Source: an optimization exercise on an open RTL-to-GDS flow (aim: small area, a short achievable clock period and few clock cycles per item). Production flows keep margins and buffers that such runs may drop. At most, simulation tests tie the RTL to the original design; equivalence was not proved. Power figures rest on the tool's default switching activity, not on a simulated workload.

== build 65 ==
## rm_encoder
module rm_encoder (
    input  wire       clk,
    input  wire       rst,
    input  wire       in_valid,
    input  wire [7:0] in_data,
    input  wire       in_eos,
    output wire       in_ready,
    output wire       out_valid,
    output wire [7:0] out_data,
    output wire       out_last,
    input  wire       out_ready
);
For scale: ~2200 cells after synthesis, about 430 flip-flops, about 24 I/O pins, ~24000 um^2 of cells after synthesis.
clock: 11.0 ns
lec_check: 0
cap_margin: 20
core_margin: 2
core_utilization: 55
cts_buf_list: sky130_fd_sc_hd__clkbuf_8
slew_margin: 20
standard.sh (not shown) runs the stock make flow with config.mk's settings and CLKGATE_MAP_FILE= SYNTH_SCRIPT=/design/flow/synth_recipe.tcl, a recipe that flattens the netlist after the stock synthesis.
==> flow/flow/run.sh <==
#!/bin/bash
bash standard.sh SETUP_SLACK_MARGIN=7 finish > standard.log 2>&1
Having completed the whole flow, build 65 delivered a layout that passed the timing, design-rule and antenna checks.
Testbench counts of build 65, summed over its fixed seeds: cycles 41,344, bytes 29,871.
Setup changes, build 65 to build 28
==> flow/flow/run.sh <==
#!/bin/bash
bash standard.sh SETUP_SLACK_MARGIN=7.6 MATCH_CELL_FOOTPRINT=0 finish > standard.log 2>&1
==> results.txt <==
Build 28 reached the final stage; the timing, design-rule and antenna checks on its layout passed.
[compare] base=build 65 new=build 28: effective utilization at floorplan ~0 delta, share of the core filled with cells in the final layout +3.1 points, tap cell count ~0 delta, sequential power -about 3%.
Build 28 — diode insertion count for antenna repair 2 higher, build 65 as reference
| number of DRC markers in iteration 0 | build 28 vs build 65 | better |
Taking build 65 as the reference, in build 28 power of the combinational group grew by about 6%; ratio of final minimum period to clock period shrank by 4.9 points.
For build 88, these inputs were changed with respect to build 28:
==> flow/flow/run.sh <==
#!/bin/bash
bash standard.sh SETUP_SLACK_MARGIN=7.3 MATCH_CELL_FOOTPRINT=0 finish > standard.log 2>&1
## What came out
- Register bit total from synthesis: build 88 vs build 28 identical
- [build 88 vs build 28] global-route met3 utilization: lower in build 88
- When build 88 is measured against build 28, its number of antenna violations at the first check in global routing turns out 3 lower.
- On build 88: global-route usage is 0.15 points lower than what build 28 gave.
- Global-route track usage on met2 for build 88: 0.94 points down relative to build 28
Edits applied to the flow inputs when going from build 88 to build 44:
==> flow/flow/run.sh <==
#!/bin/bash
bash standard.sh SETUP_SLACK_MARGIN=8 MATCH_CELL_FOOTPRINT=0 finish > standard.log 2>&1
==> comparison <==
- Per the final summary, build 44 finished and its layout is clean on timing, DRC and antenna.
- Share of total power in the clock network was higher in the run labelled build 44.
- Taking build 88 as the reference point, the number of antenna violations at the first check in global routing of build 44 rises by 5.
- Looking at build 88 and build 44, the total instance count after detailed placement is a wash.
- | met2 global-route usage | higher: build 44 |
Inputs modified between build 44 and build 42:
==> flow/flow/run.sh <==
#!/bin/bash
bash standard.sh SETUP_SLACK_MARGIN=7 MATCH_CELL_FOOTPRINT=0 finish > standard.log 2>&1
### Flow results
The final layout from build 42, which completed every stage, passed the timing, design-rule and antenna checks at the end of the flow. Build 42 ends up with a count of cells along the worst register-to-register path that is 2 lower than in build 44. Utilization of the core after routing: higher on build 44. Build 44 → build 42: layout filler cell count increased 276; met2 usage in global routing lost 3.8 points; total power lost 0.19 mW. Peak ir drop on the vdd network: build 42 better than build 44.

========
rm_encoder, a different RTL version from the one above (not shown whole).
Size in the first run: ~2200 cells after synthesis, about 380 flip-flops, ~24 I/O pins, ~23000 um2 of cells after synthesis.
Settings: LEC_CHECK=0, CAP_MARGIN=20, CORE_MARGIN=2, CORE_UTILIZATION=40, SLEW_MARGIN=20; clock period 11.0 ns.
==> flow/flow/run.sh <==
#!/bin/bash
bash standard.sh SETUP_SLACK_MARGIN=7 finish > standard.log 2>&1
Next try:
==> flow/run.sh (new file) <==
#!/bin/bash
# synth_recipe.tcl (not shown) runs the flow's synth.tcl, then flattens the netlist and writes it again
# the make line also repeats each setting of config.mk as NAME=value (left out here)
make -C /OpenROAD-flow-scripts/flow DESIGN_CONFIG=/design/flow/config.mk WORK_HOME=/design/flow/orfs CLKGATE_MAP_FILE= SYNTH_SCRIPT=/design/flow/synth_recipe.tcl finish
removed: flow/flow/run.sh
removed: flow/standard.sh
=> The changed run went through all stages and came out clean. Wire length went down by a few percent. Die area is unchanged. Core utilization came out lower by 3.8 points. Global-route usage falls by 2.0 points. Via count fell by a few percent. First-iteration DRC count rose by a little under a tenth. Worst hold slack is better by 0.010 ns. Non-clock buffer count drops by 118. Setup slack gets worse by 1.7 ns.
No functional check of the RTL was part of any run of this note.

========
## run B
The RTL this note starts from:
==> flow/design.v <==
module rm_encoder (
    input  wire       clk,
    input  wire       rst,
    input  wire       in_valid,
    input  wire [7:0] in_data,
    input  wire       in_eos,
    output wire       in_ready,
    output wire       out_valid,
    output wire [7:0] out_data,
    output wire       out_last,
    input  wire       out_ready
);
    localparam [2:0] R_IDLE  = 3'd0,
                     R_COUNT = 3'd1,
                     R_ENTRY = 3'd2,
                     R_LIT   = 3'd3,
                     R_TERM1 = 3'd4,
                     R_TERM2 = 3'd5;
    reg [7:0]  data [0:31];
    reg [31:0] big;            
    reg [31:0] first;          
    reg       rdy;             
    reg [4:0] w;               
    reg       wfull;           
    reg       pend;            
    reg [4:0] pend_pos;
    reg [7:0] cop;             
    reg [2:0] ncand;           
    reg [1:0] term_cnt;        
    reg [2:0] rs;
    reg [4:0] r;               
    reg [2:0] b;               
    reg       parity;          
    reg       ov, sv;
    reg [7:0] od, sd;
    reg       ol, sl;
    integer q;
    reg [31:0] eq;
    always @(*)
        for (q = 0; q < 32; q = q + 1)
            eq[q] = (data[q] == cop);
    reg  [31:0] peq;           
    always @(*)
        for (q = 0; q < 32; q = q + 1)
            peq[q] = eq[q] & (q < pend_pos);
    function [5:0] th4;
        input [3:0] v;
        begin
            th4[0] = |v;
            th4[1] = (v[0] & v[1]) | (v[0] & v[2]) | (v[0] & v[3]) |
                     (v[1] & v[2]) | (v[1] & v[3]) | (v[2] & v[3]);
            th4[2] = (v[0] & v[1] & v[2]) | (v[0] & v[1] & v[3]) |
                     (v[0] & v[2] & v[3]) | (v[1] & v[2] & v[3]);
            th4[3] = &v;
            th4[5:4] = 2'b00;
        end
    endfunction
    function [5:0] thadd;
        input [5:0] a;
        input [5:0] c;
        reg [6:0] x, y;
        integer i, k;
        begin
            x = {a, 1'b1};
            y = {c, 1'b1};
            for (k = 1; k <= 6; k = k + 1) begin
                thadd[k-1] = 1'b0;
                for (i = 0; i <= k; i = i + 1)
                    thadd[k-1] = thadd[k-1] | (x[i] & y[k-i]);
            end
        end
    endfunction
    wire [5:0] t8_0 = thadd(th4(peq[3:0]),   th4(peq[7:4]));
    wire [5:0] t8_1 = thadd(th4(peq[11:8]),  th4(peq[15:12]));
    wire [5:0] t8_2 = thadd(th4(peq[19:16]), th4(peq[23:20]));
    wire [5:0] t8_3 = thadd(th4(peq[27:24]), th4(peq[31:28]));
    wire [5:0] tsum = thadd(thadd(t8_0, t8_1), thadd(t8_2, t8_3));
    wire       new_big   = tsum[4];                 
    wire       new_cand  = tsum[4] & ~tsum[5];      
    wire       new_first = ~|peq;
    wire [31:0] cand = first & big;
    wire [31:0] pf0 = {cand[30:0], 1'b0};
    wire [31:0] pf1 = pf0 | {pf0[30:0], 1'b0};
    wire [31:0] pf2 = pf1 | {pf1[29:0], 2'b0};
    wire [31:0] pf3 = pf2 | {pf2[27:0], 4'b0};
    wire [31:0] pf4 = pf3 | {pf3[23:0], 8'b0};
    wire [31:0] below = pf4 | {pf4[15:0], 16'b0};
    wire [31:0] sel = cand & ~below;
    wire        more = |cand;    
    reg [31:0] rdec;
    always @(*)
        for (q = 0; q < 32; q = q + 1)
            rdec[q] = (r == q);
    wire [31:0] msel = (rs == R_ENTRY) ? sel : rdec;
    reg [7:0] mux_val;
    always @(*) begin
        mux_val = 8'd0;
        for (q = 0; q < 32; q = q + 1)
            mux_val = mux_val | (msel[q] ? data[q] : 8'd0);
    end
    wire lit_here = ~|(rdec & big);
    wire [2:0] ncand_inc = ncand + 3'd1;
    reg       nv;
    reg [7:0] nd;
    reg       nl;
    always @(*) begin
        nv = 1'b0;
        nd = 8'h00;
        nl = 1'b0;
        case (rs)
            R_COUNT: begin nv = 1'b1; nd = {5'd0, ncand}; end
            R_ENTRY: begin
                nv = 1'b1;
                case (b)
                    3'd0:    nd = mux_val;
                    3'd1:    nd = {eq[0], eq[1], eq[2], eq[3], eq[4], eq[5], eq[6], eq[7]};
                    3'd2:    nd = {eq[8], eq[9], eq[10], eq[11], eq[12], eq[13], eq[14], eq[15]};
                    3'd3:    nd = {eq[16], eq[17], eq[18], eq[19], eq[20], eq[21], eq[22], eq[23]};
                    default: nd = {eq[24], eq[25], eq[26], eq[27], eq[28], eq[29], eq[30], eq[31]};
                endcase
            end
            R_LIT:   begin nv = lit_here; nd = mux_val; end
            R_TERM1: begin nv = 1'b1; nd = 8'hFF; nl = ~parity; end
            R_TERM2: begin nv = 1'b1; nd = 8'hFF; nl = 1'b1; end
            default: ;
        endcase
    end
    wire produce = ~sv;                
    wire adv     = produce | ~nv;      
    assign in_ready = rdy;
    wire in_fire  = in_valid && rdy;
    wire wr_byte  = in_fire && !in_eos;
    wire eos_fire = in_fire && in_eos;
    wire fill     = wr_byte && (w == 5'd31);    
    wire tdone = produce && ((rs == R_TERM1 && !parity) || rs == R_TERM2);
    wire [1:0] terms_left = term_cnt - {1'b0, tdone};
    wire [2:0] next_job = (terms_left != 2'd0) ? R_TERM1 :
                          wfull                ? R_COUNT : R_IDLE;
    wire last_entry = (rs == R_ENTRY) && produce && (b == 3'd4) && !more;
    reg [2:0] rs_n;
    reg [4:0] r_n;
    always @(*) begin
        rs_n = rs;
        r_n  = r;
        case (rs)
            R_IDLE:  rs_n = next_job;
            R_COUNT: if (produce) begin
                r_n  = 5'd0;
                rs_n = (ncand == 3'd0) ? R_LIT : R_ENTRY;
            end
            R_ENTRY: if (last_entry)
                rs_n = R_LIT;
            R_LIT: if (adv) begin
                r_n = r + 5'd1;
                if (r == 5'd31)
                    rs_n = next_job;
            end
            R_TERM1: if (produce)
                rs_n = parity ? R_TERM2 : next_job;
            R_TERM2: if (produce)
                rs_n = next_job;
            default: rs_n = R_IDLE;
        endcase
    end
    wire       take       = (rs_n == R_COUNT) && (rs != R_COUNT);
    wire [4:0] w_n        = eos_fire ? 5'd0 : wr_byte ? w + 5'd1 : w;
    wire [1:0] term_cnt_n = term_cnt + {1'b0, eos_fire} - {1'b0, tdone};
    wire       sv_n       = ov && !out_ready && (sv || nv);
    wire last_lit = (rs == R_LIT) && adv && (r == 5'd31);
    wire rdy_n = !fill && !wfull && !term_cnt[1] &&
                 ((rs == R_IDLE) || (rs == R_TERM1) || (rs == R_TERM2) || last_lit ||
                  ((rs == R_LIT) && ((w_n != r_n) || !sv_n)) ||
                  (last_entry && !sv_n));
    assign out_valid = ov;
    assign out_data  = od;
    assign out_last  = ol;
    integer p;
    always @(posedge clk) begin
        for (p = 0; p < 32; p = p + 1)
            if (rdy && w == p)
                data[p] <= in_data;
    end
    always @(posedge clk) begin
        for (p = 0; p < 32; p = p + 1) begin
            if (pend && pend_pos == p) begin
                big[p]   <= new_big;
                first[p] <= new_first;
            end else begin
                if (pend && peq[p] && new_cand)
                    big[p] <= 1'b1;
                if (rs == R_ENTRY && b == 3'd0 && produce && sel[p])
                    first[p] <= 1'b0;
            end
        end
    end
    always @(posedge clk) begin
        if (rst) begin
            rdy      <= 1'b0;
            w        <= 5'd0;
            wfull    <= 1'b0;
            pend     <= 1'b0;
            pend_pos <= 5'd0;
            cop      <= 8'd0;
            ncand    <= 3'd0;
            term_cnt <= 2'd0;
            rs       <= R_IDLE;
            r        <= 5'd0;
            b        <= 3'd0;
            parity   <= 1'b0;
            ov       <= 1'b0;
            od       <= 8'd0;
            ol       <= 1'b0;
            sv       <= 1'b0;
            sd       <= 8'd0;
            sl       <= 1'b0;
        end else begin
            rdy      <= rdy_n;
            w        <= w_n;
            wfull    <= (wfull || fill) && !take;
            term_cnt <= term_cnt_n;
            rs       <= rs_n;
            r        <= r_n;
            pend <= wr_byte;
            if (wr_byte) begin
                pend_pos <= w;
                cop      <= in_data;
            end
            if (pend) begin
                if (pend_pos == 5'd0)
                    ncand <= 3'd0;
                else if (new_cand)
                    ncand <= ncand_inc;
            end
            if (!ov || out_ready) begin
                if (sv) begin
                    ov <= 1'b1; od <= sd; ol <= sl;
                end else begin
                    ov <= nv; od <= nd; ol <= nl;
                end
            end else if (produce && nv) begin
                sd <= nd; sl <= nl;
            end
            sv <= sv_n;
            if (produce && nv)
                parity <= ~parity;
            if ((rs == R_TERM1 || rs == R_TERM2) && tdone)
                parity <= 1'b0;
            if (rs == R_COUNT && produce)
                b <= 3'd0;
            if (rs == R_ENTRY && produce) begin
                if (b == 3'd0)
                    cop <= mux_val;
                b <= (b == 3'd4) ? 3'd0 : b + 3'd1;
            end
        end
    end
endmodule
export LEC_CHECK = 0
export CAP_MARGIN = 20
export CORE_MARGIN = 2
export CORE_UTILIZATION = 65
export CTS_BUF_LIST = sky130_fd_sc_hd__clkbuf_8
export SLEW_MARGIN = 20
create_clock -name core_clock -period 11.0 [get_ports {clk}]
==> flow/flow/run.sh <==
#!/bin/bash
bash standard.sh SETUP_SLACK_MARGIN=7 finish > standard.log 2>&1
Testbench counts of run B, summed over its fixed seeds: cycles 40,456, bytes 29,871.
Changes in run C relative to run B:
Settings: changing CORE_UTILIZATION from 65 to 40.
==> flow/flow/run.sh <==
#!/bin/bash
bash standard.sh SETUP_SLACK_MARGIN=7.5 finish > standard.log 2>&1
Compared with run B, in run C mean routed wirelength per cell lost 2.7 um; global routing usage on met3 lost 5.8 points; clock latency on the worst-skew pair lost 0.04 ns.
Run comparison: run B capturing element of the worst setup path od[6]; run C capturing element of the worst setup path ncand[2]

## afterwards: timing with drivers on the ports
Ports are ideal in the flow. The routed layouts listed here were re-timed in OpenROAD.
Step 1, drivers: a clkbuf_16 drives clk and a buf_2 each remaining input, both assumed.
Step 2, shift: input delay + t, output delay - t, t = (earliest + latest rising clock arrival at the registers) / 2. This alone moves slack from input paths to output paths.
a / b / c = ideal ports / drivers / drivers and shift; a / b = the first two.
run | t (ns) | slack for setup (ns) | worst register clock-pin slew, ns | cell pins on the clock port's net
build 65 | 0.714 | 6.903 / 6.903 / 6.509 | 0.07 / 0.07 | 1
build 28 | 0.724 | 7.444 / 7.444 / 7.086 | 0.07 / 0.07 | 1
build 88 | 0.714 | 7.263 / 7.263 / 6.764 | 0.07 / 0.07 | 1
build 44 | 0.723 | 7.481 / 7.481 / 7.256 | 0.07 / 0.07 | 1
build 42 | 0.714 | 7.077 / 7.025 / 6.506 | 0.07 / 0.07 | 1
the first run of note 2 | 0.659 | 3.880 / 3.880 / 3.880 | 0.08 / 0.08 | 1
the second run of note 2 | 0.665 | 2.199 / 2.199 / 2.199 | 0.07 / 0.07 | 1
run B | 0.734 | 6.664 / 6.664 / 6.484 | 0.08 / 0.08 | 1
run C | 0.711 | 6.744 / 6.744 / 6.744 | 0.07 / 0.07 | 1
After both steps every run listed still meets setup and hold. For build 42, which loses most, drivers alone change the setup slack by -0.052 ns; drivers and shift together by -0.571 ns.
